What follows belongs to an exercise in optimizing a design on an open flow for small area, a short achievable clock period and few clock cycles; a production flow would make more cautious choices. The RTL was checked by simulation tests, not by an equivalence proof against the original design. No activity file was given, so power comes from the tool's default toggle rates.

==> flow/design.v <==
module kmpcodec (
    input  wire        clk,
    input  wire        reset,       
    input  wire        cmd_valid,
    input  wire [23:0] cmd_word,
    output wire [7:0]  status,
    input  wire [3:0]  reg_addr,
    input  wire [4:0]  reg_idx,
    output reg  [23:0] reg_rdata,
    input  wire [1:0]  buf_op,      
    input  wire        buf_sel,     
    input  wire [6:0]  buf_idx,
    input  wire [7:0]  buf_wdata,
    output wire [7:0]  buf_rdata
);
    localparam MSGCAP = 32;
    localparam RAWCAP = 66;
    localparam DECMAX = 31;
    localparam MANTB  = 26;
    localparam E_NONE     = 4'd0;
    localparam E_CHECKSUM = 4'd2;
    localparam E_PROTO    = 4'd3;
    localparam E_OVERFLOW = 4'd4;
    localparam E_DANGLING = 4'd5;
    localparam E_SHORT    = 4'd6;
    localparam E_MALFORM  = 4'd7;
    localparam E_ILLEGAL  = 4'd8;
    localparam OP_COMPUTE = 8'h01;
    localparam OP_GEN     = 8'h02;
    localparam OP_CHECK   = 8'h03;
    localparam OP_ENCODE  = 8'h04;
    localparam OP_DECODE  = 8'h05;
    localparam OP_REQ     = 8'h06;
    localparam OP_REPLY   = 8'h09;
    localparam OP_SETTO   = 8'h0A;
    localparam S_IDLE  = 3'd0;
    localparam S_MCRC  = 3'd1;    
    localparam S_DEC   = 3'd2;    
    localparam S_ENC   = 3'd3;    
    localparam S_REPLY = 3'd4;    
    function is_reserved(input [7:0] b);
        is_reserved = (b == 8'h06) || (b == 8'h0D) || (b == 8'h1B) ||
                      (b == 8'h40) || (b == 8'h80);
    endfunction
    function [15:0] crc_byte(input [15:0] c, input [7:0] b);
        integer k;
        reg [15:0] r;
        begin
            r = c;
            for (k = 7; k >= 0; k = k - 1)
                r = {r[14:0], b[k]} ^ (r[15] ? 16'h1021 : 16'h0000);
            crc_byte = r;
        end
    endfunction
    reg [7:0] msg_mem [0:MSGCAP-1];
    reg [7:0] raw_mem [0:RAWCAP-1];
    reg [5:0] msglen;
    reg [6:0] rawlen;
    reg        busy, done;
    reg [3:0]  err;
    reg [4:0]  anomcnt;
    reg [15:0] crcout;
    reg [15:0] timeout;
    reg [15:0] vregid;
    reg        vneg, vexpneg, vvalid;
    reg [5:0]  vexpmag;
    reg [7:0]  vmantlen;
    reg [8*MANTB-1:0] vraw;      
    reg [2:0]  state;
    reg [7:0]  op;
    reg [15:0] imm_r;           
    reg [6:0]  i;
    reg [6:0]  j;
    reg        phase;
    reg        virt;
    reg        mfree;
    reg [15:0] mc_crc;
    reg [5:0]  mc_cnt;
    reg        mc_ok;
    reg [15:0] ds_crc;
    reg [6:0]  ds_cnt;
    reg [5:0]  ds_j;
    reg        ds_esc;
    reg [4:0]  ds_anom;
    reg        ds_ok;
    wire [7:0]  cop  = cmd_word[23:16];
    wire [15:0] cimm = cmd_word[15:0];
    wire accept  = cmd_valid && !busy;
    wire idle    = !busy;
    wire host_wm = idle && buf_op == 2'd1 && buf_sel == 1'b0 && buf_idx < MSGCAP;
    wire host_wr = idle && buf_op == 2'd1 && buf_sel == 1'b1 && buf_idx < RAWCAP;
    wire host_lm = idle && buf_op == 2'd2 && buf_sel == 1'b0;
    wire host_lr = idle && buf_op == 2'd2 && buf_sel == 1'b1;
    wire mc_valid = mc_ok && (mc_cnt == msglen);
    wire ds_hit   = ds_ok && (ds_cnt == rawlen);
    wire [7:0] msg_at_i = msg_mem[i[4:0]];
    wire [7:0] raw_at_i = raw_mem[i[4:0]];
    wire [7:0] vpat [0:5];
    assign vpat[0] = 8'h3F;
    assign vpat[1] = 8'h10;
    assign vpat[2] = imm_r[15:8];
    assign vpat[3] = imm_r[7:0];
    assign vpat[4] = crcout[15:8];
    assign vpat[5] = crcout[7:0];
    wire [15:0] req_crc = crc_byte(crc_byte(crc_byte(crc_byte(crc_byte(crc_byte(
                              16'h0000, 8'h3F), 8'h10), cimm[15:8]), cimm[7:0]), 8'h00), 8'h00);
    wire [7:0] rb0 = cimm[15:8], rb1 = cimm[7:0], rb2 = req_crc[15:8], rb3 = req_crc[7:0];
    wire re0 = is_reserved(rb0), re1 = is_reserved(rb1);
    wire re2 = is_reserved(rb2), re3 = is_reserved(rb3);
    wire [3:0] rs1 = 4'd4 + re0;
    wire [3:0] rs2 = 4'd5 + re0 + re1;
    wire [3:0] rs3 = 4'd6 + re0 + re1 + re2;
    wire [3:0] rs4 = 4'd7 + re0 + re1 + re2 + re3;
    reg  [7:0] rframe [0:11];
    integer p;
    always @(*) begin
        rframe[0] = 8'h80;
        rframe[1] = 8'h3F;
        rframe[2] = 8'h10;
        for (p = 3; p < 12; p = p + 1) begin
            if (p == 3)                   rframe[p] = re0 ? 8'h1B : rb0;
            else if (p == 4 && re0)       rframe[p] = ~rb0;
            else if (p == rs1)            rframe[p] = re1 ? 8'h1B : rb1;
            else if (re1 && p == rs1 + 1) rframe[p] = ~rb1;
            else if (p == rs2)            rframe[p] = re2 ? 8'h1B : rb2;
            else if (re2 && p == rs2 + 1) rframe[p] = ~rb2;
            else if (p == rs3)            rframe[p] = re3 ? 8'h1B : rb3;
            else if (re3 && p == rs3 + 1) rframe[p] = ~rb3;
            else                          rframe[p] = 8'h0D;
        end
    end
    wire       ds_from_host = host_wr && mfree &&
                              (buf_idx == 7'd0 || (ds_ok && buf_idx == ds_cnt && ds_cnt < DECMAX));
    wire       ds_fresh     = host_wr && buf_idx == 7'd0;
    wire [7:0] ds_in        = busy ? raw_at_i : buf_wdata;
    wire       ds_esc0      = ds_fresh ? 1'b0 : ds_esc;
    wire [15:0] ds_crc0     = ds_fresh ? 16'h0000 : ds_crc;
    wire [5:0] ds_j0        = ds_fresh ? 6'd0 : ds_j;
    wire [4:0] ds_anom0     = ds_fresh ? 5'd0 : ds_anom;
    wire [7:0] ds_ub        = ds_esc0 ? ~ds_in : ds_in;
    wire       ds_emit      = ds_esc0 || ds_in != 8'h1B;
    wire [15:0] ds_crc_n    = ds_emit ? crc_byte(ds_crc0, ds_ub) : ds_crc0;
    wire       dec_step     = (state == S_DEC) && (i != rawlen);
    wire       ds_step      = ds_from_host || dec_step;
    wire [7:0] xop     = accept ? cop : op;
    wire       x_crc   = (accept && (cop == OP_COMPUTE || cop == OP_CHECK ||
                                     (cop == OP_GEN && msglen <= 6'd30)) && mc_valid) ||
                         (state == S_MCRC && mc_cnt == msglen);
    wire       x_dec   = (accept && cop == OP_DECODE && rawlen <= DECMAX && ds_hit) ||
                         (state == S_DEC && i == rawlen);
    wire       x_reply = (accept && cop == OP_REPLY && !virt) || state == S_REPLY;
    wire [15:0] x_imm  = accept ? cimm : imm_r;
    wire       mat     = virt && ((accept && cop != OP_REQ && cop != OP_DECODE) || host_wm || host_lm);
    wire       x_gen   = x_crc && xop == OP_GEN;
    wire [15:0] gen_crc = crc_byte(crc_byte(mc_crc, 8'h00), 8'h00);
    wire       dx_fail = ds_esc || ds_j < 6'd6 || ds_crc != 16'h0000;
    wire       rp_hdr  = msglen >= 6'd4 && msg_mem[0] == 8'h3F && msg_mem[1] == 8'h10 &&
                         msg_mem[2] == x_imm[15:8] && msg_mem[3] == x_imm[7:0];
    wire       rp_len  = msglen >= 6'd6 && {3'b000, msglen} >= 9'd6 + {1'b0, msg_mem[4]};
    reg        enc_we;
    reg [7:0]  enc_d;
    always @(*) begin
        enc_we = state == S_ENC;
        if (phase)                         enc_d = ~msg_at_i;
        else if (i == {1'b0, msglen})      enc_d = 8'h0D;
        else if (is_reserved(msg_at_i))    enc_d = 8'h1B;
        else                               enc_d = msg_at_i;
    end
    reg        mw_en;       
    reg        mw_two;
    reg [4:0]  mw_a;
    reg [7:0]  mw_d1, mw_d2;
    always @(*) begin
        mw_en  = 1'b0;
        mw_two = 1'b0;
        mw_a   = buf_idx[4:0];
        mw_d1  = buf_wdata;
        mw_d2  = gen_crc[7:0];
        if (x_gen) begin
            mw_en  = 1'b1;
            mw_two = 1'b1;
            mw_a   = msglen[4:0];
            mw_d1  = gen_crc[15:8];
        end else if (ds_step) begin
            mw_en  = ds_emit;
            mw_a   = ds_j0[4:0];
            mw_d1  = ds_ub;
        end else if (host_wm) begin
            mw_en  = 1'b1;
        end
    end
    wire [4:0] mw_a2 = mw_a + 5'd1;
    wire [7:0] mlane0 = mw_a[0] ? mw_d2 : mw_d1;
    wire [7:0] mlane1 = mw_a[0] ? mw_d1 : mw_d2;
    integer q;
    always @(posedge clk) begin
        for (q = 0; q < MSGCAP; q = q + 1) begin
            if (mw_en && (mw_a == q || (mw_two && mw_a2 == q)))
                msg_mem[q] <= q[0] ? mlane1 : mlane0;
            else if (q < 6 && mat)
                msg_mem[q] <= vpat[q];
        end
    end
    wire       rq_w   = accept && cop == OP_REQ;
    wire       r0_w   = rq_w || (accept && cop == OP_ENCODE);
    wire       rw_en  = enc_we || host_wr;
    wire [6:0] rw_a   = busy ? j : buf_idx;
    wire [7:0] rw_d   = busy ? enc_d : buf_wdata;
    always @(posedge clk) begin
        for (q = 0; q < RAWCAP; q = q + 1) begin
            if ((q == 0 && r0_w) || (q < 12 && rq_w))
                raw_mem[q] <= rframe[q < 12 ? q : 0];
            else if (rw_en && rw_a == q)
                raw_mem[q] <= rw_d;
        end
    end
    always @(posedge clk) begin
        if (reset) begin
            state    <= S_IDLE;
            busy     <= 1'b0;
            done     <= 1'b0;
            err      <= E_NONE;
            anomcnt  <= 5'd0;
            crcout   <= 16'h0000;
            timeout  <= 16'd1000;
            msglen   <= 6'd0;
            rawlen   <= 7'd0;
            vregid   <= 16'h0000;
            vneg     <= 1'b0;
            vexpneg  <= 1'b0;
            vexpmag  <= 6'd0;
            vmantlen <= 8'd0;
            vraw     <= {8*MANTB{1'b0}};
            vvalid   <= 1'b0;
            op       <= 8'h00;
            imm_r    <= 16'h0000;
            i        <= 7'd0;
            j        <= 7'd0;
            phase    <= 1'b0;
            virt     <= 1'b0;
            mfree    <= 1'b1;
            mc_crc   <= 16'h0000;
            mc_cnt   <= 6'd0;
            mc_ok    <= 1'b1;
            ds_crc   <= 16'h0000;
            ds_cnt   <= 7'd0;
            ds_j     <= 6'd0;
            ds_esc   <= 1'b0;
            ds_anom  <= 5'd0;
            ds_ok    <= 1'b0;
        end else begin
            if (host_lm && buf_idx <= MSGCAP) msglen <= buf_idx[5:0];
            if (host_lr && buf_idx <= RAWCAP) rawlen <= buf_idx;
            if (mat) virt <= 1'b0;
            if (mat || host_wm || host_lm) mfree <= 1'b0;
            if (host_wm) begin
                if (buf_idx == 7'd0) begin
                    mc_crc <= crc_byte(16'h0000, buf_wdata);
                    mc_cnt <= 6'd1;
                    mc_ok  <= 1'b1;
                end else if (buf_idx[5:0] == mc_cnt) begin
                    mc_crc <= crc_byte(mc_crc, buf_wdata);
                    mc_cnt <= mc_cnt + 6'd1;
                end else if (buf_idx[5:0] < mc_cnt) begin
                    mc_ok  <= 1'b0;
                end
            end
            if (host_wm || host_lm) ds_ok <= 1'b0;
            if (host_wr && !ds_from_host && (buf_idx == 7'd0 || buf_idx < ds_cnt)) ds_ok <= 1'b0;
            if (ds_step) begin
                ds_crc  <= ds_crc_n;
                ds_esc  <= !ds_esc0 && ds_in == 8'h1B;
                ds_j    <= ds_j0 + ds_emit;
                ds_anom <= ds_anom0 + (ds_esc0 && !is_reserved(ds_ub));
            end
            if (ds_from_host) begin
                ds_cnt <= ds_fresh ? 7'd1 : ds_cnt + 7'd1;
                ds_ok  <= 1'b1;
            end
            if (accept) begin
                busy    <= 1'b0;
                done    <= 1'b1;
                err     <= E_NONE;
                anomcnt <= 5'd0;
                op      <= cop;
                ds_ok   <= 1'b0;
                case (cop)
                OP_COMPUTE, OP_CHECK: begin
                    if (!mc_valid) begin
                        busy   <= 1'b1;
                        done   <= 1'b0;
                        state  <= S_MCRC;
                        i      <= 7'd0;
                        mc_crc <= 16'h0000;
                        mc_cnt <= 6'd0;
                        mc_ok  <= 1'b1;
                    end
                end
                OP_GEN: begin
                    if (msglen > 6'd30) begin
                        err <= E_OVERFLOW;
                    end else if (!mc_valid) begin
                        busy   <= 1'b1;
                        done   <= 1'b0;
                        state  <= S_MCRC;
                        i      <= 7'd0;
                        mc_crc <= 16'h0000;
                        mc_cnt <= 6'd0;
                        mc_ok  <= 1'b1;
                    end
                end
                OP_ENCODE: begin
                    busy  <= 1'b1;
                    done  <= 1'b0;
                    state <= S_ENC;
                    i     <= 7'd0;
                    j     <= 7'd1;
                    phase <= 1'b0;
                end
                OP_DECODE: begin
                    if (rawlen > DECMAX) begin
                        msglen <= 6'd0;
                        err    <= E_OVERFLOW;
                        mfree  <= 1'b1;
                    end else if (!ds_hit) begin
                        busy    <= 1'b1;
                        done    <= 1'b0;
                        state   <= S_DEC;
                        i       <= 7'd0;
                        virt    <= 1'b0;
                        mfree   <= 1'b0;
                        ds_crc  <= 16'h0000;
                        ds_j    <= 6'd0;
                        ds_esc  <= 1'b0;
                        ds_anom <= 5'd0;
                    end
                end
                OP_REQ: begin
                    virt   <= 1'b1;
                    mfree  <= 1'b1;
                    imm_r  <= cimm;
                    msglen <= 6'd6;
                    crcout <= req_crc;
                    rawlen <= {3'b000, rs4} + 7'd1;
                    mc_crc <= 16'h0000;
                    mc_cnt <= 6'd6;
                    mc_ok  <= 1'b1;
                end
                OP_REPLY: begin
                    if (virt) begin
                        busy  <= 1'b1;
                        done  <= 1'b0;
                        state <= S_REPLY;
                        imm_r <= cimm;
                    end
                end
                OP_SETTO: begin
                    timeout <= cimm;
                end
                default: begin
                    err <= E_ILLEGAL;
                end
                endcase
            end
            if (state == S_MCRC && mc_cnt != msglen) begin
                mc_crc <= crc_byte(mc_crc, msg_at_i);
                mc_cnt <= mc_cnt + 6'd1;
                i      <= i + 7'd1;
            end
            if (x_crc) begin
                state <= S_IDLE;
                busy  <= 1'b0;
                done  <= 1'b1;
                case (xop)
                OP_GEN: begin
                    crcout <= gen_crc;
                    msglen <= msglen + 6'd2;
                    mfree  <= 1'b0;
                    mc_crc <= 16'h0000;
                    mc_cnt <= msglen + 6'd2;
                    mc_ok  <= 1'b1;
                end
                OP_CHECK: begin
                    crcout <= mc_crc;
                    if (mc_crc != 16'h0000) err <= E_CHECKSUM;
                end
                default: begin
                    crcout <= mc_crc;
                end
                endcase
            end
            if (dec_step) i <= i + 7'd1;
            if (x_dec) begin
                state   <= S_IDLE;
                busy    <= 1'b0;
                done    <= 1'b1;
                virt    <= 1'b0;
                anomcnt <= ds_anom;
                mfree   <= dx_fail;
                mc_crc  <= 16'h0000;
                mc_cnt  <= 6'd0;
                mc_ok   <= dx_fail;
                if (ds_esc) begin
                    err    <= E_DANGLING;
                    msglen <= 6'd0;
                end else if (ds_j < 6'd6) begin
                    err    <= E_SHORT;
                    msglen <= 6'd0;
                end else begin
                    crcout <= ds_crc;
                    if (ds_crc != 16'h0000) begin
                        err    <= E_CHECKSUM;
                        msglen <= 6'd0;
                    end else begin
                        msglen <= ds_j - 6'd2;
                    end
                end
            end
            if (state == S_ENC) begin
                j <= j + 7'd1;
                if (phase) begin
                    i     <= i + 7'd1;
                    phase <= 1'b0;
                end else if (i == {1'b0, msglen}) begin
                    rawlen <= j + 7'd1;
                    state  <= S_IDLE;
                    busy   <= 1'b0;
                    done   <= 1'b1;
                end else if (is_reserved(msg_at_i)) begin
                    phase <= 1'b1;
                end else begin
                    i <= i + 7'd1;
                end
            end
            if (x_reply) begin
                state <= S_IDLE;
                busy  <= 1'b0;
                done  <= 1'b1;
                if (!rp_hdr) begin
                    err    <= E_PROTO;
                    vvalid <= 1'b0;
                end else if (!rp_len) begin
                    err    <= E_MALFORM;
                    vvalid <= 1'b0;
                end else begin
                    vregid   <= x_imm;
                    vmantlen <= msg_mem[4];
                    vneg     <= msg_mem[5][7];
                    vexpneg  <= msg_mem[5][6];
                    vexpmag  <= msg_mem[5][5:0];
                    vvalid   <= 1'b1;
                    for (q = 0; q < MANTB; q = q + 1)
                        vraw[8*q +: 8] <= msg_mem[6 + q];
                end
            end
        end
    end
    assign status = {2'b00, 1'b0, vvalid, (anomcnt != 5'd0), (err != E_NONE), done, busy};
    wire [7:0] msg_rd = (virt && buf_idx < 7'd6) ? vpat[buf_idx[2:0]] : msg_mem[buf_idx[4:0]];
    assign buf_rdata = (buf_sel == 1'b0) ?
                           ((buf_idx < {1'b0, msglen}) ? msg_rd : 8'h00) :
                           ((buf_idx < rawlen) ? raw_mem[buf_idx] : 8'h00);
    wire [4:0] vm_q  = vmantlen[4:0] - 5'd1 - reg_idx;
    wire [7:0] vm_b  = ({3'b000, reg_idx} < vmantlen) ? vraw[8*vm_q +: 8] : 8'h00;
    always @(*) begin
        case (reg_addr)
        4'h1: reg_rdata = {16'h0000, status};
        4'h2: reg_rdata = {20'h00000, err};
        4'h3: reg_rdata = {8'h00, timeout};
        4'h7: reg_rdata = {19'h00000, anomcnt};
        4'h8: reg_rdata = {8'h00, crcout};
        4'h9: reg_rdata = {18'h00000, msglen};
        4'hA: reg_rdata = {17'h00000, rawlen};
        4'hB: reg_rdata = {8'h00, vregid};
        4'hC: reg_rdata = {22'h000000, vexpneg, vneg};
        4'hD: reg_rdata = {18'h00000, vexpmag};
        4'hE: reg_rdata = {16'h0000, vmantlen};
        4'hF: reg_rdata = {16'h0000, vm_b};
        default: reg_rdata = 24'h000000;
        endcase
    end
endmodule
==> flow/constraint.sdc <==
create_clock -name core_clock -period 10.0 [get_ports {clk}]
set_input_delay 2.0000 -clock core_clock [delete_from_list [all_inputs] [get_ports {clk}]]
set_output_delay 2.0000 -clock core_clock [all_outputs]
set_load 0.01 [all_outputs]
==> flow/run.sh <==
#!/bin/bash
# synth_recipe.tcl (not shown) runs the flow's synth.tcl, then flattens the netlist and writes it again
# the make line also repeats each setting of config.mk as NAME=value (left out here)
make -C /OpenROAD-flow-scripts/flow DESIGN_CONFIG=/design/flow/config.mk WORK_HOME=/design/flow/orfs CLKGATE_MAP_FILE= SYNTH_SCRIPT=/design/flow/synth_recipe.tcl finish
==> flow/config.mk <==
export PLATFORM = sky130hd
export DESIGN_NAME = kmpcodec
export DESIGN_NICKNAME = kmpcodec
export VERILOG_FILES = /design/flow/design.v
export SDC_FILE = /design/flow/constraint.sdc
export NUM_CORES = 4
export LEC_CHECK = 0
export CAP_MARGIN = 20
export CORE_MARGIN = 2
export CORE_UTILIZATION = 40
export PLACE_DENSITY = 0.6
export SLEW_MARGIN = 20
==> results of run 1 <==
worst max-delay path, delay by kind of cell:
kind	cells	cell delay [ps]
compound gates	5	1390
buf+inv	3	1660
simple gates	3	2020
placed cells by master (no fill, tap or decap), types with 72 or more instances in the layout:
cell type and count:
edfxtp_1 760, nand2_1 733, a21oi_1 474, dfxtp_1 420
nor2_1 384, buf_4 334, a22oi_1 273, mux2i_1 191
nor3_1 167, o21ai_0 164, nand3_1 142, clkbuf_16 142
a22o_1 128, inv_1 121, xnor2_1 109, a221oi_1 104
nand4_1 92, clkdlybuf4s50_1 80, o22ai_1 78, a211oi_1 72
logic make-up after synthesis:
family | count (synthesis) | share of synthesized area, %
flip-flops | 1184 | 51.2
XOR/XNOR | 197 | 3.10
multiplexers | 300 | 6.25
other | 1 | 0.00614
buffers and inverters | 544 | 3.93
AND/OR/NAND/NOR | 1957 | 15.3
AO/OA/AOI/OAI | 1650 | 18.7
adder cells (fa/ha/maj) | 70 | 1.47
routing by layer:
metal  wire [microns]  part of all wire [%]  GRT usage (%)
met5              253                 0.070         0.0308
met4            32400                   9.0           31.8
met3            44700                    12           14.7
met2           148000                    41           64.4
met1           134000                    37           56.4
stage by stage:
step,util (%),hold WS [ps],area [sq um]
floorplan,-,429,61100
global placement,43.1,436,65500
detailed placement,43.1,442,65500
CTS,46.2,447,70100
global route,46.2,462,70200
finish,46.2,445,70200
cell type report:
type,instances,area [sq um]
clock buffer,180,3800
sequential,1184,31300
clock inverter,71,803
inverter,127,477
multi-input combinational,4185,27800
fill,14300,81700
tap,2030,2540
antenna,25,62.6
timing repair buffer,420,3380
sequential cells by signal, summed over array words and instances (netlist names), 7 cells and up:
register / count
ds_crc: 16
j: 7
crcout: 16
ds_cnt: 7
imm_r: 16
i: 7
vmantlen: 8
vregid: 16
msg_mem: 256
timeout: 16
mc_crc: 16
raw_mem: 528
rawlen: 7
op: 8
vraw: 208
path summary, 6_finish.rpt:
check,startpoint,endpoint,slack (ps),depth (start not counted)
setup / recovery,buf_idx[2],buf_rdata[3],870,11
hold / removal,vraw[98],vraw[98],450,2
setup reg to reg,i[1],ds_anom[4],2330,17
hold reg to reg,vraw[98],vraw[98],450,2
Yosys cell counts, drive strengths merged, types with 124 or more instances:
master,number
nor2,395
buf,167
nor3,199
edfxtp,760
a21oi,480
dfxtp,424
clkbuf,250
nand3,144
a22oi,274
nand2,736
mux2i,193
inv,124
a22o,128
o21ai,186
power groups by stage:
stage | Combinational, mW | Sequential, mW | Clock [mW]
after detailed placement | 0.855 | 5.35 | 0
after global routing | 0.918 | 5.24 | 5.42
after CTS | 0.857 | 5.24 | 5.22
after floorplan | 0.475 | 5.33 | 0
final | 0.894 | 5.25 | 5.22
after global placement | 0.852 | 5.35 | 0
==> results.json, run 1 <==
{
  "synth_edf_count": 760,
  "hold_class": "flop to flop",
  "synthToLayoutAreaGrowth_pct": 14.9,
  "clockBufferDepth": 3,
  "htree_levels": 4,
  "yosys.area.top_type": "edfxtp_1",
  "drtAntennaViolNets": 0,
  "grt_use_total_pct": 44.8,
  "clock-root-buffer": "clkbuf_16",
  "async_flop_share_pct": 0,
  "finalHoldViolCount": 0,
  "tritoncts": "done",
  "cts_sinks": 1184,
  "p_total_mw": 11.4,
  "layout_setup_ws_ps": 874,
  "max_freq_mhz": 110,
  "dp_cells": 7945,
  "path_class": "input port to output pin",
  "crit_chain": "clkdlybuf4s50_1 > buf_4 > nand3_1 > nor2_1 > a22o_1 > a221oi_1 > nand4_1 > o32a_1 > o22ai_1 > o22ai_1 > clkdlybuf4s50_1",
  "ys_top_cells_by_area": "edfxtp_1 (37%), dfxtp_1 (14%), nand2_1 (4.5%), a21oi_1 (3.9%), a22oi_1 (3.4%)",
  "rsz0062_at_grt": "false",
  "antenna_found_initial": 36,
  "drtIter0Drc": 9304,
  "vias_per_cell": 6.99,
  "comb_power_share_pct": 7.9,
  "portBuffers": 82,
  "grt_pass1_vias": 52700,
  "die-area_sq_mm": 0.156,
  "cts_buffers": 138,
  "cts_setup_buffers": 0,
  "grt_pass1_wl_mm": 476,
  "gp_congestion": 1.11,
  "clock_skew_ps": 49.2,
  "path_max_fanout": 19,
  "layout-drive-gt1-share_pct": 13.0,
  "grt_max_degree": 194,
  "critPathArrivalTime_ps": 7130,
  "dp_hpwl_mm": 269,
  "std_cell_rows": 143,
  "nNetsFinal": 6180,
  "leakagePower_nw": 23.1,
  "fin_crit_ps": 9130,
  "p_clk_share_pct": 45.9,
  "drt-total-wl_mm": 359,
  "drt_pass1_iterations": 6,
  "syn-mean-instance-area_sq_um": 10.4,
  "switching_share_pct": 25.6,
  "maxCapViolations": 0,
  "drc": 0,
  "cts_hold_buffers": 0,
  "start_util_pct": 40.2,
  "setup-tns-final_ps": 0,
  "die_x_microns": 395,
  "grt_overflow": 0,
  "core_sq_mm": 0.152,
  "synth_cell_types": 123,
  "ys_seq_area_share_pct": 51.2,
  "synthCells": 5903,
  "p_sw_mw": 2.90,
  "synth_top_area_share_pct": 37.4,
  "die_h_microns": 395,
  "internal_power_mw": 8.46,
  "maxSlewViolCount": 0,
  "ioPinCount": 94,
  "slowest_stage": "nor2_1",
  "period_share_pct": 91.3,
  "p_seq_share_pct": 46.2,
  "vias": 57400,
  "ctsResizeCount": 0,
  "endpoint_kind": "output pin",
  "start_kind": "input port",
  "setup_viol": 0,
  "p_per_area_mw_per_mm2": 162,
  "status": "finished clean",
  "place_worst_setup_slack_ps": 1180,
  "syn_area_sq_mm": 0.0611,
  "tightest_slew_ps": 1260,
  "vdd_ir_drop_max_mv": 0.144,
  "required_ps": 8000,
  "ys.flop_type": "edfxtp_1",
  "ys_warn_count": 4,
  "post_drt_wl_per_cell_microns": 43.7,
  "ys_seq_elements": 1184,
  "slew_headroom_pct": 14.4,
  "insertion_delay_ps": 800,
  "layout.cells.non_filler": 8222,
  "clkTransAtPathRegs_ps": 50,
  "slowest_delay_ps": 1210
}
Testbench counts, summed over its fixed seeds: cycles 11,820.
==> run 2, diff against run 1 <==
--- a/flow/design.v
+++ b/flow/design.v
@@ -73,3 +73,2 @@
     reg [6:0]  j;
-    reg        phase;
     reg        virt;
@@ -95,3 +94,5 @@
     wire ds_hit   = ds_ok && (ds_cnt == rawlen);
-    wire [7:0] msg_at_i = msg_mem[i[4:0]];
+    wire [7:0] pb0      = msg_mem[{i[4:1], 1'b0}];
+    wire [7:0] pb1      = msg_mem[{i[4:1], 1'b1}];
+    wire [7:0] msg_at_i = i[0] ? pb1 : pb0;
     wire [7:0] raw_at_i = raw_mem[i[4:0]];
@@ -159,11 +160,17 @@
     wire       rp_len  = msglen >= 6'd6 && {3'b000, msglen} >= 9'd6 + {1'b0, msg_mem[4]};
-    reg        enc_we;
-    reg [7:0]  enc_d;
-    always @(*) begin
-        enc_we = state == S_ENC;
-        if (phase)                         enc_d = ~msg_at_i;
-        else if (i == {1'b0, msglen})      enc_d = 8'h0D;
-        else if (is_reserved(msg_at_i))    enc_d = 8'h1B;
-        else                               enc_d = msg_at_i;
-    end
+    wire       ev0   = i < {1'b0, msglen};
+    wire       ev1   = i + 7'd1 < {1'b0, msglen};
+    wire       eend  = !(i + 7'd2 < {1'b0, msglen});
+    wire       ee0   = is_reserved(pb0);
+    wire       ee1   = is_reserved(pb1);
+    wire [2:0] ek    = (ev0 ? (ee0 ? 3'd2 : 3'd1) : 3'd0) + (ev1 ? (ee1 ? 3'd2 : 3'd1) : 3'd0);
+    wire       efit  = eend && ek <= 3'd3;
+    wire [2:0] ecnt  = ek + efit;
+    wire [7:0] eb0   = ee0 ? 8'h1B : pb0;
+    wire [7:0] eb1   = ee1 ? 8'h1B : pb1;
+    wire [7:0] es0   = ev0 ? eb0 : 8'h0D;
+    wire [7:0] es1   = (ev0 && ee0) ? ~pb0 : (ev1 ? eb1 : 8'h0D);
+    wire [7:0] es2   = (ev0 && ee0) ? (ev1 ? eb1 : 8'h0D) : ((ev1 && ee1) ? ~pb1 : 8'h0D);
+    wire [7:0] es3   = (ev0 && ee0 && ev1 && ee1) ? ~pb1 : 8'h0D;
+    wire       enc_we = state == S_ENC;
     reg        mw_en;       
@@ -207,3 +214,23 @@
     wire [6:0] rw_a   = busy ? j : buf_idx;
-    wire [7:0] rw_d   = busy ? enc_d : buf_wdata;
+    wire [2:0] rw_n   = busy ? ecnt : 3'd1;
+    reg  [7:0] rlane [0:3];
+    always @(*) begin
+        case (j[1:0])
+        2'd0: begin rlane[0] = es0; rlane[1] = es1; rlane[2] = es2; rlane[3] = es3; end
+        2'd1: begin rlane[1] = es0; rlane[2] = es1; rlane[3] = es2; rlane[0] = es3; end
+        2'd2: begin rlane[2] = es0; rlane[3] = es1; rlane[0] = es2; rlane[1] = es3; end
+        default: begin rlane[3] = es0; rlane[0] = es1; rlane[1] = es2; rlane[2] = es3; end
+        endcase
+        if (!busy) begin
+            rlane[0] = buf_wdata; rlane[1] = buf_wdata; rlane[2] = buf_wdata; rlane[3] = buf_wdata;
+        end
+    end
+    reg  [RAWCAP-1:0] rw_hit;
+    always @(*) begin
+        for (q = 0; q < RAWCAP; q = q + 1)
+            rw_hit[q] = rw_en && ((rw_a == q) ||
+                                  (rw_n >= 3'd2 && rw_a == q - 1) ||
+                                  (rw_n >= 3'd3 && rw_a == q - 2) ||
+                                  (rw_n >= 3'd4 && rw_a == q - 3));
+    end
     always @(posedge clk) begin
@@ -212,4 +239,4 @@
                 raw_mem[q] <= rframe[q < 12 ? q : 0];
-            else if (rw_en && rw_a == q)
-                raw_mem[q] <= rw_d;
+            else if (rw_hit[q])
+                raw_mem[q] <= rlane[q % 4];
         end
@@ -238,3 +265,2 @@
             j        <= 7'd0;
-            phase    <= 1'b0;
             virt     <= 1'b0;
@@ -317,3 +343,2 @@
                     j     <= 7'd1;
-                    phase <= 1'b0;
                 end
@@ -419,8 +444,6 @@
             if (state == S_ENC) begin
-                j <= j + 7'd1;
-                if (phase) begin
-                    i     <= i + 7'd1;
-                    phase <= 1'b0;
-                end else if (i == {1'b0, msglen}) begin
-                    rawlen <= j + 7'd1;
+                j <= j + {4'd0, ecnt};
+                i <= i + 7'd2;
+                if (efit) begin
+                    rawlen <= j + {4'd0, ecnt};
                     state  <= S_IDLE;
@@ -428,6 +451,2 @@
                     done   <= 1'b1;
-                end else if (is_reserved(msg_at_i)) begin
-                    phase <= 1'b1;
-                end else begin
-                    i <= i + 7'd1;
                 end
--- a/flow/config.mk
+++ b/flow/config.mk
@@ -7,2 +7,3 @@
 export LEC_CHECK = 0
+export ABC_CLOCK_PERIOD_IN_PS = 5000
 export CAP_MARGIN = 20
@@ -11,2 +12,3 @@
 export PLACE_DENSITY = 0.6
+export SETUP_SLACK_MARGIN = 4
 export SLEW_MARGIN = 20
==> results.json, run 2 <==
{
  "p_seq_share_pct": 44.6,
  "vdd_ir_drop_max_mv": 0.193,
  "synth-simple-area-share_pct": 15.3,
  "p_per_area_mw_per_mm2": 146,
  "clockBufferDepth": 3,
  "layout_setup_ws_ps": 3180,
  "final_common_cell": "nand2_1",
  "largest_register": "raw_mem",
  "vias_per_cell": 7.10,
  "ys_warn_count": 5,
  "synth_edf_count": 760,
  "reg_top3": "raw_mem x528, msg_mem x256, vraw x208",
  "fin_crit_ps": 6820,
  "drt_pass1_iterations": 13,
  "grt_use_total_pct": 46.9,
  "path_class": "input port to output pin",
  "yosysMostFrequentCell": "nand2_1",
  "std_cell_rows": 145,
  "hold_class": "flop to flop",
  "p_clk_share_pct": 45.3,
  "syn-mean-instance-area_sq_um": 9.98,
  "setup-tns-final_ps": 0,
  "cts_buffers": 136,
  "portBuffers": 82,
  "crit_end": "reg_rdata[2]",
  "multi_input_area_sq_mm": 0.0333,
  "path_max_fanout": 6,
  "placed_area_sq_mm": 0.0679,
  "slew_headroom_pct": 9.56,
  "switching_share_pct": 26.5,
  "synth-xor-area-share_pct": 3.11,
  "ys_top_cells_by_area": "edfxtp_1 (36%), dfxtp_1 (13%), nand2_1 (5.2%), a21oi_1 (4.3%), a22oi_1 (3.6%)",
  "critPathArrivalTime_ps": 4820,
  "finalHoldViolCount": 0,
  "max_freq_mhz": 147,
  "leakagePower_nw": 27.2,
  "ys_seq_area_share_pct": 49.7,
  "internal_power_mw": 8.63,
  "grt_pass1_vias": 57100,
  "insertion_delay_ps": 830,
  "drc": 0,
  "period_share_pct": 68.2,
  "p_sw_mw": 3.11,
  "rrSetupSlack_ps": 3880,
  "synth.top_cells.by_count": "nand2_1 (865), edfxtp_1 (760), nor2_1 (554)",
  "ys_seq_elements": 1183,
  "die-area_sq_mm": 0.161,
  "synth_top_family_by_area": "compound AO/OA/AOI/OAI gates",
  "status": "finished clean",
  "core_sq_mm": 0.156,
  "layout.cells.non_filler": 9005,
  "required_ps": 8000,
  "place_worst_setup_slack_ps": 1300,
  "setup_viol": 0,
  "ys.flop_type": "edfxtp_1",
  "drtIter0Drc": 11500,
  "grt_max_degree": 136,
  "yosys.area.top_type": "edfxtp_1",
  "r2r_start": "i[1]",
  "synth_mux_area_share_pct": 5.77,
  "async_flop_share_pct": 0,
  "tritoncts": "done",
  "layout-drive-gt1-share_pct": 24.3,
  "dp_hpwl_mm": 286,
  "die_h_microns": 401,
  "r2r-end": "raw_mem[42][3]",
  "synthCells": 6306,
  "final-seq-area_sq_mm": 0.0313,
  "rsz0062_at_grt": "true",
  "antenna_found_initial": 52,
  "fillers": 14100,
  "grt_pass1_wl_mm": 512,
  "syn_area_sq_mm": 0.0630,
  "crit_start": "reg_idx[0]",
  "hp-start": "vraw[136]",
  "post_drt_wl_per_cell_microns": 43.7,
  "ioPinCount": 94,
  "die_x_microns": 401,
  "synth_top_area_share_pct": 36.2,
  "grt_overflow": 0,
  "gp_congestion": 1.12,
  "clock-root-buffer": "clkbuf_16",
  "clock_skew_ps": 56.3,
  "clkTransAtPathRegs_ps": 60,
  "cts_hold_buffers": 0,
  "cts_sinks": 1183,
  "tightest_slew_ps": 1350,
  "maxSlewViolCount": 0,
  "vias": 63900,
  "start_util_pct": 40.3,
  "dp_cells": 8381,
  "final_cell_mix": "nand2_1 (818), edfxtp_1 (760), a21oi_1 (511)",
  "drt-total-wl_mm": 393,
  "synth_cell_types": 118,
  "r2r_cells": 18,
  "largest_register_ffs": 528,
  "comb_power_share_pct": 10.1,
  "finish.utilization_pct": 51.4,
  "synthToLayoutAreaGrowth_pct": 27.5,
  "start_kind": "input port",
  "fin_area_sq_mm": 0.0803,
  "endpoint_kind": "output pin",
  "nNetsFinal": 6939,
  "maxCapViolations": 0,
  "synth_compound_area_share_pct": 20.5,
  "htree_levels": 4,
  "drtAntennaViolNets": 0,
  "yosys.area_share.adder_pct": 1.91
}
[run 2: cell count changes after synthesis, moves of 31 or more]
cell      delta
nor2_1     +159
nand2_1    +131
nor3_1      -85
mux2i_1     -61
a21oi_1     +60
clkbuf_1    +58
o211ai_1    +38
o21ai_0     +38
mux2_2      +37
o22ai_1     -31
[run 2: cell type report]
type | count | share of cell area (%)
diodes | 41 | 0.128
clock buffers | 182 | 4.66
clock inverters | 70 | 1.16
inverters | 108 | 0.558
multi-input cells | 4586 | 41.4
flip-flops and latches | 1183 | 39.0
well taps | 2058 | 3.21
repair buffers | 777 | 9.84
[run 2: stage by stage]
| step | hold WS (ps) | power [mW] |
|---|---|---|
| after CTS | 450 | 11.6 |
| after global placement | 435 | 6.24 |
| after global routing | 458 | 11.9 |
| final | 448 | 11.7 |
| after floorplan | 429 | 5.78 |
| after detailed placement | 442 | 6.24 |
[run 2: critical path, cell delays in order]
cell and delay, ps:
buf_6 90, inv_4 50, ha_4 130, inv_2 30
fa_2 540, buf_12 130, buf_12 150, buf_8 130
mux4_2 300, mux4_2 510, o21ai_4 360, o211ai_1 190
buf_2 180
[run 2: how the worst min path moves through the flow]
| stage | endpoint | cells after the start |
|---|---|---|
| 2_1_floorplan | vraw[98] | 2 |
| 3_5_place_dp | vraw[42] | 2 |
| 4_1_cts | vraw[42] | 2 |
| 6_report | vraw[136] | 2 |
| 5_1_grt | vraw[42] | 2 |
| 3_3_place_gp | vraw[173] | 2 |
[run 2: per-layer routing]
metal  global-route usage (%)  up-vias  part of all wire [%]
li1                         -    25100                     -
met1                     57.9    31800                    36
met2                     67.7     5541                    41
met3                     19.5     1555                    14
met4                     28.6       34                   8.3
met5                    0.892        -                  0.12
[run 2: cells by family (layout without fill, tap and decap cells)]
| logic type | count (synthesis) | in the layout |
|---|---|---|
| other | 1 | 52 |
| DFF | 1183 | 1183 |
| buffers and inverters | 550 | 1137 |
| adders and majority gates | 93 | 93 |
| muxes | 275 | 275 |
| xor gates and xnor gates | 212 | 212 |
| and+or+nand+nor | 2121 | 2124 |
| AOI/OAI and AO/OA | 1871 | 1871 |
[run 2: repair_timing]
action                                  in CTS  in global routing
cloned                                       8                 10
setup buffers                              170                143
pin swaps                                  129                205
resized for setup                          642                394
endpoints found under the setup margin    1606               1084
[run 2: power by group through the flow]
stage	Combinational (mW)	Clock (mW)	Sequential (mW)
final	1.19	5.32	5.23
after global routing	1.19	5.50	5.23
after CTS	1.05	5.33	5.23
after detailed placement	0.906	0	5.33
after global placement	0.903	0	5.34
after floorplan	0.472	0	5.31
Testbench counts of run 2, summed over its fixed seeds: cycles 10,011.
==> run 3, diff against run 2 <==
--- a/flow/design.v
+++ b/flow/design.v
@@ -68,2 +68,4 @@
     reg [8*MANTB-1:0] vraw;      
+    reg [4:0]  vlm1;            
+    reg        vlz;             
     reg [2:0]  state;
@@ -73,2 +75,7 @@
     reg [6:0]  j;
+    reg [3:0]  pidx;            
+    reg [5:0]  er;              
+    reg [7:0]  pd0, pd1;        
+    reg [7:0]  rb;              
+    reg        rbv;
     reg        virt;
@@ -84,2 +91,3 @@
     reg        ds_ok;
+    integer q;
     wire [7:0]  cop  = cmd_word[23:16];
@@ -94,6 +102,2 @@
     wire ds_hit   = ds_ok && (ds_cnt == rawlen);
-    wire [7:0] pb0      = msg_mem[{i[4:1], 1'b0}];
-    wire [7:0] pb1      = msg_mem[{i[4:1], 1'b1}];
-    wire [7:0] msg_at_i = i[0] ? pb1 : pb0;
-    wire [7:0] raw_at_i = raw_mem[i[4:0]];
     wire [7:0] vpat [0:5];
@@ -105,2 +109,29 @@
     assign vpat[5] = crcout[7:0];
+    reg [7:0] mview [0:MSGCAP-1];
+    always @(*) begin
+        for (q = 0; q < MSGCAP; q = q + 1)
+            mview[q] = (q < 6 && virt) ? vpat[q < 6 ? q : 0] : msg_mem[q];
+    end
+    reg [MSGCAP-1:0] msel;
+    reg [RAWCAP-1:0] rsel;
+    always @(*) begin
+        for (q = 0; q < MSGCAP; q = q + 1)
+            msel[q] = !buf_sel && buf_idx == q && q < msglen;
+        for (q = 0; q < RAWCAP; q = q + 1)
+            rsel[q] = busy ? (q < DECMAX && i[4:0] == q) :
+                             (buf_sel && buf_idx == q && q < rawlen);
+    end
+    reg [7:0] mrd, rrd;
+    always @(*) begin
+        mrd = 8'h00;
+        for (q = 0; q < MSGCAP; q = q + 1)
+            mrd = mrd | (mview[q] & {8{msel[q]}});
+        rrd = 8'h00;
+        for (q = 0; q < RAWCAP; q = q + 1)
+            rrd = rrd | (raw_mem[q] & {8{rsel[q]}});
+    end
+    assign buf_rdata = mrd | rrd;
+    wire [3:0] pra = busy ? pidx : 4'd0;
+    wire [7:0] pb0 = mview[{pra, 1'b0}];
+    wire [7:0] pb1 = mview[{pra, 1'b1}];
     wire [15:0] req_crc = crc_byte(crc_byte(crc_byte(crc_byte(crc_byte(crc_byte(
@@ -135,3 +166,3 @@
     wire       ds_fresh     = host_wr && buf_idx == 7'd0;
-    wire [7:0] ds_in        = busy ? raw_at_i : buf_wdata;
+    wire [7:0] ds_in        = busy ? rb : buf_wdata;
     wire       ds_esc0      = ds_fresh ? 1'b0 : ds_esc;
@@ -143,3 +174,3 @@
     wire [15:0] ds_crc_n    = ds_emit ? crc_byte(ds_crc0, ds_ub) : ds_crc0;
-    wire       dec_step     = (state == S_DEC) && (i != rawlen);
+    wire       dec_step     = (state == S_DEC) && rbv;
     wire       ds_step      = ds_from_host || dec_step;
@@ -150,5 +181,5 @@
     wire       x_dec   = (accept && cop == OP_DECODE && rawlen <= DECMAX && ds_hit) ||
-                         (state == S_DEC && i == rawlen);
+                         (state == S_DEC && !rbv && i == rawlen);
     wire       x_reply = (accept && cop == OP_REPLY && !virt) || state == S_REPLY;
-    wire [15:0] x_imm  = accept ? cimm : imm_r;
+    wire [15:0] x_imm  = busy ? imm_r : cimm;
     wire       mat     = virt && ((accept && cop != OP_REQ && cop != OP_DECODE) || host_wm || host_lm);
@@ -156,3 +187,2 @@
     wire [15:0] gen_crc = crc_byte(crc_byte(mc_crc, 8'h00), 8'h00);
-    wire       dx_fail = ds_esc || ds_j < 6'd6 || ds_crc != 16'h0000;
     wire       rp_hdr  = msglen >= 6'd4 && msg_mem[0] == 8'h3F && msg_mem[1] == 8'h10 &&
@@ -160,7 +190,7 @@
     wire       rp_len  = msglen >= 6'd6 && {3'b000, msglen} >= 9'd6 + {1'b0, msg_mem[4]};
-    wire       ev0   = i < {1'b0, msglen};
-    wire       ev1   = i + 7'd1 < {1'b0, msglen};
-    wire       eend  = !(i + 7'd2 < {1'b0, msglen});
-    wire       ee0   = is_reserved(pb0);
-    wire       ee1   = is_reserved(pb1);
+    wire       ev0   = er != 6'd0;
+    wire       ev1   = er[5:1] != 5'd0;
+    wire       eend  = er <= 6'd2;
+    wire       ee0   = is_reserved(pd0);
+    wire       ee1   = is_reserved(pd1);
     wire [2:0] ek    = (ev0 ? (ee0 ? 3'd2 : 3'd1) : 3'd0) + (ev1 ? (ee1 ? 3'd2 : 3'd1) : 3'd0);
@@ -168,8 +198,8 @@
     wire [2:0] ecnt  = ek + efit;
-    wire [7:0] eb0   = ee0 ? 8'h1B : pb0;
-    wire [7:0] eb1   = ee1 ? 8'h1B : pb1;
+    wire [7:0] eb0   = ee0 ? 8'h1B : pd0;
+    wire [7:0] eb1   = ee1 ? 8'h1B : pd1;
     wire [7:0] es0   = ev0 ? eb0 : 8'h0D;
-    wire [7:0] es1   = (ev0 && ee0) ? ~pb0 : (ev1 ? eb1 : 8'h0D);
-    wire [7:0] es2   = (ev0 && ee0) ? (ev1 ? eb1 : 8'h0D) : ((ev1 && ee1) ? ~pb1 : 8'h0D);
-    wire [7:0] es3   = (ev0 && ee0 && ev1 && ee1) ? ~pb1 : 8'h0D;
+    wire [7:0] es1   = (ev0 && ee0) ? ~pd0 : (ev1 ? eb1 : 8'h0D);
+    wire [7:0] es2   = (ev0 && ee0) ? (ev1 ? eb1 : 8'h0D) : ((ev1 && ee1) ? ~pd1 : 8'h0D);
+    wire [7:0] es3   = (ev0 && ee0 && ev1 && ee1) ? ~pd1 : 8'h0D;
     wire       enc_we = state == S_ENC;
@@ -201,3 +231,2 @@
     wire [7:0] mlane1 = mw_a[0] ? mw_d1 : mw_d2;
-    integer q;
     always @(posedge clk) begin
@@ -207,3 +236,3 @@
             else if (q < 6 && mat)
-                msg_mem[q] <= vpat[q];
+                msg_mem[q] <= vpat[q < 6 ? q : 0];
         end
@@ -214,3 +243,3 @@
     wire [6:0] rw_a   = busy ? j : buf_idx;
-    wire [2:0] rw_n   = busy ? ecnt : 3'd1;
+    wire [3:0] rw_m   = busy ? {ecnt >= 3'd4, ecnt >= 3'd3, ecnt >= 3'd2, ecnt >= 3'd1} : 4'b0001;
     reg  [7:0] rlane [0:3];
@@ -227,9 +256,12 @@
     end
+    reg  [RAWCAP+2:0] rw_dec;
     reg  [RAWCAP-1:0] rw_hit;
     always @(*) begin
+        for (q = 0; q < RAWCAP + 3; q = q + 1)
+            rw_dec[q] = rw_en && rw_a == q - 3;    
         for (q = 0; q < RAWCAP; q = q + 1)
-            rw_hit[q] = rw_en && ((rw_a == q) ||
-                                  (rw_n >= 3'd2 && rw_a == q - 1) ||
-                                  (rw_n >= 3'd3 && rw_a == q - 2) ||
-                                  (rw_n >= 3'd4 && rw_a == q - 3));
+            rw_hit[q] = (rw_dec[q + 3] & rw_m[0]) |
+                        ((q >= 1) && rw_dec[q + 2] & rw_m[1]) |
+                        ((q >= 2) && rw_dec[q + 1] & rw_m[2]) |
+                        ((q >= 3) && rw_dec[q] & rw_m[3]);
     end
@@ -259,3 +291,4 @@
             vmantlen <= 8'd0;
-            vraw     <= {8*MANTB{1'b0}};
+            vlm1     <= 5'd0;
+            vlz      <= 1'b1;
             vvalid   <= 1'b0;
@@ -265,2 +298,8 @@
             j        <= 7'd0;
+            pidx     <= 4'd0;
+            er       <= 6'd0;
+            pd0      <= 8'h00;
+            pd1      <= 8'h00;
+            rb       <= 8'h00;
+            rbv      <= 1'b0;
             virt     <= 1'b0;
@@ -312,2 +351,7 @@
                 ds_ok   <= 1'b0;
+                pd0     <= pb0;
+                pd1     <= pb1;
+                pidx    <= 4'd1;
+                i       <= 7'd0;
+                rbv     <= 1'b0;
                 case (cop)
@@ -318,3 +362,2 @@
                         state  <= S_MCRC;
-                        i      <= 7'd0;
                         mc_crc <= 16'h0000;
@@ -331,3 +374,2 @@
                         state  <= S_MCRC;
-                        i      <= 7'd0;
                         mc_crc <= 16'h0000;
@@ -341,4 +383,4 @@
                     state <= S_ENC;
-                    i     <= 7'd0;
                     j     <= 7'd1;
+                    er    <= msglen;
                 end
@@ -353,3 +395,2 @@
                         state   <= S_DEC;
-                        i       <= 7'd0;
                         virt    <= 1'b0;
@@ -390,5 +431,9 @@
             if (state == S_MCRC && mc_cnt != msglen) begin
-                mc_crc <= crc_byte(mc_crc, msg_at_i);
+                mc_crc <= crc_byte(mc_crc, mc_cnt[0] ? pd1 : pd0);
                 mc_cnt <= mc_cnt + 6'd1;
-                i      <= i + 7'd1;
+                if (mc_cnt[0]) begin
+                    pd0  <= pb0;
+                    pd1  <= pb1;
+                    pidx <= pidx + 4'd1;
+                end
             end
@@ -416,3 +461,11 @@
             end
-            if (dec_step) i <= i + 7'd1;
+            if (state == S_DEC) begin
+                rb <= rrd;
+                if (i != rawlen) begin
+                    rbv <= 1'b1;
+                    i   <= i + 7'd1;
+                end else begin
+                    rbv <= 1'b0;
+                end
+            end
             if (x_dec) begin
@@ -423,6 +476,2 @@
                 anomcnt <= ds_anom;
-                mfree   <= dx_fail;
-                mc_crc  <= 16'h0000;
-                mc_cnt  <= 6'd0;
-                mc_ok   <= dx_fail;
                 if (ds_esc) begin
@@ -442,6 +491,18 @@
                 end
+                if (ds_esc || ds_j < 6'd6 || ds_crc != 16'h0000) begin
+                    mfree  <= 1'b1;
+                    mc_crc <= 16'h0000;
+                    mc_cnt <= 6'd0;
+                    mc_ok  <= 1'b1;
+                end else begin
+                    mfree  <= 1'b0;
+                    mc_ok  <= 1'b0;
+                end
             end
             if (state == S_ENC) begin
-                j <= j + {4'd0, ecnt};
-                i <= i + 7'd2;
+                j    <= j + {4'd0, ecnt};
+                er   <= er - 6'd2;
+                pd0  <= pb0;
+                pd1  <= pb1;
+                pidx <= pidx + 4'd1;
                 if (efit) begin
@@ -466,2 +527,4 @@
                     vmantlen <= msg_mem[4];
+                    vlm1     <= msg_mem[4][4:0] - 5'd1;
+                    vlz      <= msg_mem[4] == 8'h00;
                     vneg     <= msg_mem[5][7];
@@ -477,8 +540,12 @@
     assign status = {2'b00, 1'b0, vvalid, (anomcnt != 5'd0), (err != E_NONE), done, busy};
-    wire [7:0] msg_rd = (virt && buf_idx < 7'd6) ? vpat[buf_idx[2:0]] : msg_mem[buf_idx[4:0]];
-    assign buf_rdata = (buf_sel == 1'b0) ?
-                           ((buf_idx < {1'b0, msglen}) ? msg_rd : 8'h00) :
-                           ((buf_idx < rawlen) ? raw_mem[buf_idx] : 8'h00);
-    wire [4:0] vm_q  = vmantlen[4:0] - 5'd1 - reg_idx;
-    wire [7:0] vm_b  = ({3'b000, reg_idx} < vmantlen) ? vraw[8*vm_q +: 8] : 8'h00;
+    reg [4:0] vm_k [0:MANTB-1];
+    reg [7:0] vm_b;
+    always @(*) begin
+        vm_b = 8'h00;
+        for (q = 0; q < MANTB; q = q + 1) begin
+            vm_k[q] = vlm1 - q;
+            if (!vlz && q <= vlm1 && reg_idx == vm_k[q])
+                vm_b = vm_b | vraw[8*q +: 8];
+        end
+    end
     always @(*) begin
--- a/flow/config.mk
+++ b/flow/config.mk
@@ -7,3 +7,2 @@
 export LEC_CHECK = 0
-export ABC_CLOCK_PERIOD_IN_PS = 5000
 export CAP_MARGIN = 20
==> results.json, run 3 <==
{
  "status": "finished clean",
  "core_sq_mm": 0.154,
  "cts_hold_buffers": 0,
  "clock_skew_ps": 44.1,
  "synth-xor-area-share_pct": 3.61,
  "grt_use_total_pct": 44.9,
  "post_drt_wl_per_cell_microns": 44.0,
  "largest_register": "raw_mem",
  "antenna_found_initial": 36,
  "yosysMostFrequentCell": "edfxtp_1",
  "syn-mean-instance-area_sq_um": 11.0,
  "drt-total-wl_mm": 363,
  "synth_compound_area_share_pct": 19.8,
  "synth_top_family_by_area": "compound AO/OA/AOI/OAI gates",
  "largest_register_ffs": 528,
  "r2r_cells": 10,
  "fin_area_sq_mm": 0.0769,
  "ys_warn_count": 7,
  "grt_overflow": 0,
  "grt_max_degree": 120,
  "hold_depth": 2,
  "synth_edf_count": 968,
  "nNetsFinal": 6208,
  "vias_per_cell": 7.07,
  "r2r_start": "busy",
  "insertion_delay_ps": 800,
  "synth_top_area_share_pct": 46.7,
  "ys.flop_type": "edfxtp_1",
  "fillers": 13800,
  "final_common_cell": "edfxtp_1",
  "period_share_pct": 75.5,
  "finish.utilization_pct": 49.8,
  "portBuffers": 82,
  "start_util_pct": 40.3,
  "ys_seq_elements": 1224,
  "ioPinCount": 94,
  "start_kind": "input port",
  "dp_cells": 7742,
  "setup-tns-final_ps": 0,
  "drtIter0Drc": 9718,
  "die-area_sq_mm": 0.159,
  "endpoint_kind": "output pin",
  "syn_area_sq_mm": 0.0623,
  "rsz0062_at_grt": "true",
  "ys_top_cells_by_area": "edfxtp_1 (47%), dfxtp_1 (8.2%), a22oi_1 (3.7%), nor2_1 (3.0%), nand2_1 (2.8%)",
  "async_flop_share_pct": 0,
  "drtAntennaViolNets": 0,
  "clock-root-buffer": "clkbuf_16",
  "hold_end": "op[4]",
  "clockBufferDepth": 3,
  "drc": 0,
  "r2r-end": "raw_mem[24][3]",
  "drt_pass1_iterations": 10,
  "crit_chain": "buf_6 > buf_12 > or3b_4 > or3_4 > buf_6 > a211oi_4 > buf_6 > buf_12 > a222oi_1 > nand4_1 > nor4_4 > buf_4 > nand4_1 > buf_2",
  "synth-simple-area-share_pct": 14.0,
  "placed_area_sq_mm": 0.0681,
  "yosys.area_share.adder_pct": 1.57,
  "synthToLayoutAreaGrowth_pct": 23.4,
  "grt_pass1_wl_mm": 482,
  "tightest_slew_ps": 1240,
  "ys_seq_area_share_pct": 54.9,
  "synth.top_cells.by_count": "edfxtp_1 (968), nor2_1 (490), nand2_1 (467)",
  "synthCells": 5666,
  "synth_cell_types": 128,
  "hold_class": "flop to flop",
  "gp_congestion": 1.11,
  "grt_pass1_vias": 53900,
  "vias": 58400,
  "cts_buffers": 140,
  "layout.cells.non_filler": 8257,
  "slowest_delay_ps": 800,
  "p_per_area_mw_per_mm2": 153,
  "std_cell_rows": 144,
  "vdd_ir_drop_max_mv": 0.159,
  "clkTransAtPathRegs_ps": 50,
  "required_ps": 8000,
  "p_total_mw": 11.8,
  "cts_sinks": 1224,
  "path_class": "input port to output pin",
  "htree_levels": 4,
  "slowest_stage": "a222oi_1",
  "leakagePower_nw": 25.9,
  "maxCapViolations": 0,
  "max_freq_mhz": 133,
  "layout-drive-gt1-share_pct": 21.4,
  "slew_headroom_pct": 14.9,
  "cp_common_cell": "buf_6",
  "setup_viol": 0,
  "die_h_microns": 399,
  "fin_crit_ps": 7550,
  "reg_top3": "raw_mem x528, msg_mem x256, vraw x208",
  "path_max_fanout": 5,
  "yosys.area.top_type": "edfxtp_1",
  "finalHoldViolCount": 0,
  "critPathArrivalTime_ps": 5550,
  "final_cell_mix": "edfxtp_1 (968), nor2_1 (458), nand2_1 (448)",
  "synth_mux_area_share_pct": 3.05,
  "tritoncts": "done",
  "hp-start": "op[4]",
  "dp_hpwl_mm": 269,
  "rrSetupSlack_ps": 4080,
  "die_x_microns": 399,
  "maxSlewViolCount": 0
}
## run 3: cell types whose count changed in the layout (fill, tap and decap cells not counted), sizes merged, moves of 62 or more
cell,before,now
mux4,62,0
nand2,867,470
a21oi,537,296
buf,714,576
edfxtp,760,968
dfxtp,423,256
## run 3: kinds of logic (layout without fill, tap and decap cells)
logic type | after synthesis | in the layout
compound gates | 1702 | 1705
flops | 1224 | 1224
fa+ha+maj | 76 | 76
other cells | 1 | 30
mux | 183 | 183
simple gates | 1778 | 1779
buf+inv | 462 | 976
xor+xnor | 240 | 240
## run 3: per-layer routing
layer  routed length (microns)  track usage (%)  up-vias
met3                     40400             12.5     1541
met1                    123000             51.8    28800
met5                        40            0.484        -
li1                          -                -    23100
met2                    160000             68.6     4940
met4                     40200             39.3        6
## run 3: layout make-up
type	instances	area (sq um)	area share [%]
antenna	19	47.5	0.0618
multi-input combinational	3994	29300	38.1
inverter	90	343	0.446
clock buffer	191	3850	5.01
clock inverter	67	843	1.10
timing repair buffer	628	5720	7.43
sequential	1224	34200	44.5
tap	2044	2560	3.33
## run 3: timing repair
action | 4_1_cts | 5_1_grt
gates resized for setup | 498 | 101
buffers inserted | 165 | 61
endpoints found under the setup margin | 1072 | 740
cloned | 7 | 2
pin swaps | 148 | 105
## run 3: critical path, delay by kind of cell
kind | cells | cell delay (ps)
compound gates | 2 | 850
buf+inv | 7 | 1130
simple gates | 5 | 1540
## run 3: how the worst max path moves through the flow
stage	startpoint	to	slack, ps
floorplan	cmd_word[12]	vraw[0]	3300
global placement	buf_idx[4]	buf_rdata[4]	430
detailed placement	buf_idx[5]	buf_rdata[4]	400
CTS	buf_sel	buf_rdata[7]	2610
global route	buf_idx[3]	buf_rdata[6]	2570
finish	buf_sel	buf_rdata[6]	2450
## run 3: where the power goes
group	internal (mW)	leakage (nW)	switching [mW]
combinational	0.271	12.9	0.647
clock	3.11	2.28	2.24
sequential	5.48	10.8	0.0287
total	8.86	25.9	2.92
## run 3: per-stage QoR
stage	setup slack, ps	hold WS, ps
6_report	2450	456
5_1_grt	2570	483
4_1_cts	2610	455
3_5_place_dp	397	447
3_3_place_gp	432	439
2_1_floorplan	3300	432
Testbench counts of run 3, summed over its fixed seeds: cycles 10,011.
==> run 4, diff against run 3 <==
--- a/flow/config.mk
+++ b/flow/config.mk
@@ -9,5 +9,5 @@
 export CORE_MARGIN = 2
-export CORE_UTILIZATION = 40
-export PLACE_DENSITY = 0.6
-export SETUP_SLACK_MARGIN = 4
+export CORE_UTILIZATION = 55
+export PLACE_DENSITY = 0.7
+export SETUP_SLACK_MARGIN = 5
 export SLEW_MARGIN = 20
==> results.json, run 4 <==
{
  "status": "finished clean",
  "clockBufferDepth": 3,
  "ys_seq_elements": 1224,
  "synth.top_cells.by_count": "edfxtp_1 (968), nor2_1 (490), nand2_1 (467)",
  "vias_per_cell": 7.87,
  "cts_sinks": 1224,
  "start_kind": "flop",
  "drt-total-wl_mm": 330,
  "synthToLayoutAreaGrowth_pct": 26.2,
  "grt_pass1_wl_mm": 443,
  "ioPinCount": 94,
  "insertion_delay_ps": 790,
  "final_cell_mix": "edfxtp_1 (968), buf_4 (462), nand2_1 (443)",
  "leakagePower_nw": 26.7,
  "required_ps": 8000,
  "reg_top3": "raw_mem x528, msg_mem x256, vraw x208",
  "slew_headroom_pct": 12.4,
  "maxCapViolations": 0,
  "vias": 61300,
  "yosysMostFrequentCell": "edfxtp_1",
  "r2r_start": "busy",
  "hold_end": "op[1]",
  "path_class": "flop to output pin",
  "ys_seq_area_share_pct": 54.9,
  "hp-start": "op[1]",
  "syn-mean-instance-area_sq_um": 11.0,
  "async_flop_share_pct": 0,
  "drtIter0Drc": 13800,
  "synthCells": 5666,
  "critPathArrivalTime_ps": 5100,
  "drtAntennaViolNets": 0,
  "endpoint_kind": "output pin",
  "setup_viol": 0,
  "r2r-end": "msg_mem[5][3]",
  "final_common_cell": "edfxtp_1",
  "r2r_cells": 16,
  "clock_skew_ps": 33.2,
  "start_util_pct": 55.4,
  "finalHoldViolCount": 0,
  "core_sq_mm": 0.112,
  "die_x_microns": 341,
  "yosys.area.top_type": "edfxtp_1",
  "grt_max_degree": 81,
  "vdd_ir_drop_max_mv": 0.156,
  "die_h_microns": 341,
  "synth_edf_count": 968,
  "htree_levels": 4,
  "max_freq_mhz": 141,
  "die-area_sq_mm": 0.116,
  "largest_register_ffs": 528,
  "period_share_pct": 71.0,
  "drc": 0,
  "tritoncts": "done",
  "synth_cell_types": 128,
  "drt_pass1_iterations": 15,
  "portBuffers": 82,
  "ys_top_cells_by_area": "edfxtp_1 (47%), dfxtp_1 (8.2%), a22oi_1 (3.7%), nor2_1 (3.0%), nand2_1 (2.8%)",
  "hold_class": "flop to flop",
  "p_per_area_mw_per_mm2": 147,
  "clock-root-buffer": "clkbuf_16",
  "std_cell_rows": 123,
  "maxSlewViolCount": 0,
  "ys.flop_type": "edfxtp_1",
  "hold_depth": 2,
  "layout.cells.non_filler": 7780,
  "layout-drive-gt1-share_pct": 25.1,
  "rrSetupSlack_ps": 4940,
  "dp_cells": 7118,
  "tightest_slew_ps": 1310,
  "grt_use_total_pct": 54.9,
  "syn_area_sq_mm": 0.0623,
  "clkTransAtPathRegs_ps": 70,
  "fin_crit_ps": 7100,
  "rsz0062_at_grt": "true",
  "grt_pass1_vias": 55700,
  "ys_warn_count": 7,
  "gp_congestion": 1.12,
  "antenna_found_initial": 27,
  "setup-tns-final_ps": 0,
  "nNetsFinal": 6293,
  "grt_overflow": 0,
  "dp_hpwl_mm": 227,
  "cts_buffers": 132,
  "post_drt_wl_per_cell_microns": 42.5,
  "synth_top_area_share_pct": 46.7,
  "largest_register": "raw_mem",
  "path_max_fanout": 13
}
==> run 4: worst max path at each step <==
stage                            start           end  cells after the start
after floorplan           cmd_word[12]       vraw[0]                      9
after global placement      buf_idx[1]  buf_rdata[7]                     12
after detailed placement    buf_idx[1]  buf_rdata[6]                     11
after CTS                      buf_sel  buf_rdata[6]                     13
after global routing        buf_idx[3]  buf_rdata[0]                     13
final                        rawlen[0]  buf_rdata[0]                     13
==> run 4: critical path, stage by stage (launching register included) <==
cell	delay [ps]
dfxtp_1	450
buf_4	280
o21ai_1	1020
a211oi_4	170
buf_12	200
buf_6	120
a22o_1	200
a221oi_4	220
nand3_2	180
or3_4	420
nor4_4	270
buf_6	170
nand4_1	330
buf_2	280
==> run 4: logic make-up (layout without fill, tap and decap cells) <==
| kind of cell | count (synthesis) | after routing | share of synthesized area (%) |
|---|---|---|---|
| simple gates | 1778 | 1780 | 14.0 |
| compound gates | 1702 | 1705 | 19.8 |
| flops | 1224 | 1224 | 54.9 |
| buf+inv | 462 | 1049 | 3.02 |
| xor+xnor | 240 | 240 | 3.61 |
| mux | 183 | 183 | 3.05 |
| fa+ha+maj | 76 | 76 | 1.57 |
| other cells | 1 | 23 | 0.00602 |
==> run 4: stage by stage <==
stage | utilization [%] | hold WS [ps] | total power [mW] | instance area (sq um) | worst slack (ps)
final | 70.0 | 452 | 11.6 | 78600 | 2900
after global routing | 70.0 | 470 | 11.7 | 78600 | 2990
after CTS | 68.9 | 450 | 11.4 | 77400 | 3130
after detailed placement | 60.0 | 443 | 6.37 | 67400 | 1100
after global placement | 59.9 | 440 | 6.35 | 67300 | 1200
after floorplan | - | 432 | 6.03 | 64400 | 3300
==> run 4: repair_timing <==
action,CTS,global route
setup buffers,341,53
hold buffers,0,0
pin swaps,235,120
hold endpoints to repair,0,0
endpoints found under the setup margin,1361,1072
gates cloned,16,1
gates resized for setup,739,159
==> run 4: layout make-up <==
cell class | instances | area [sq um]
diodes | 12 | 30.0
clock buffers | 159 | 3500
clock inverters | 80 | 866
fillers | 7843 | 33700
inverters | 90 | 363
multi-input cells | 3995 | 30600
flip-flops and latches | 1224 | 34200
well taps | 1500 | 1880
repair buffers | 719 | 7220
repair inverters | 1 | 5.00
==> run 4: metal layers <==
layer / part of all wire, % / track usage [%] / wire, microns / up-vias
met3: 18 / 25.5 / 61100 / 1805
met5: 0.084 / 0.776 / 276 / -
met2: 39 / 75.4 / 130000 / 6998
met1: 33 / 68.6 / 108000 / 29200
li1: - / - / - / 23200
met4: 9.5 / 37.6 / 31400 / 24
==> run 4: report_power, final <==
part	switching, mW	total (mW)	internal (mW)
combinational	0.662	0.981	0.318
clock	2.23	5.07	2.84
sequential	0.0283	5.51	5.48
total	2.92	11.6	8.65

## afterwards: timing with drivers on the ports
The flow's constraints put no driver on any port. The routed layouts listed below were extracted and timed again, unchanged, in two steps.
Step 1 sets driving cells, clkbuf_16 on the clock port and buf_2 on the other inputs (assumed; they add their load-dependent delay and slew).
Step 2 moves the port delays by t, midway between the first and last clock arrival at a register: inputs arrive t later, outputs are due t later. That takes back most of the time a late clock gives input paths.
Slacks: ideal ports / drivers / drivers and shift; pairs: ideal ports / drivers.
run | shift t [ns] | setup WS [ns] | hold slack, ns | slew at the worst register clock pin (ns)
run 1 | 0.856 | 0.874 / 0.753 / 0.753 | 0.445 / 0.445 / 0.445 | 0.07 / 0.07
run 2 | 0.882 | 3.177 / 3.086 / 3.086 | 0.448 / 0.448 / 0.448 | 0.07 / 0.07
run 3 | 0.869 | 2.454 / 2.421 / 2.421 | 0.456 / 0.456 / 0.456 | 0.07 / 0.07
run 4 | 0.853 | 2.899 / 2.813 / 2.813 | 0.452 / 0.452 / 0.452 | 0.07 / 0.07
After both steps setup and hold are still met in every run listed. The setup slack of run 1, which loses most, moves by -0.121 ns with the drivers and by -0.121 ns with both steps.
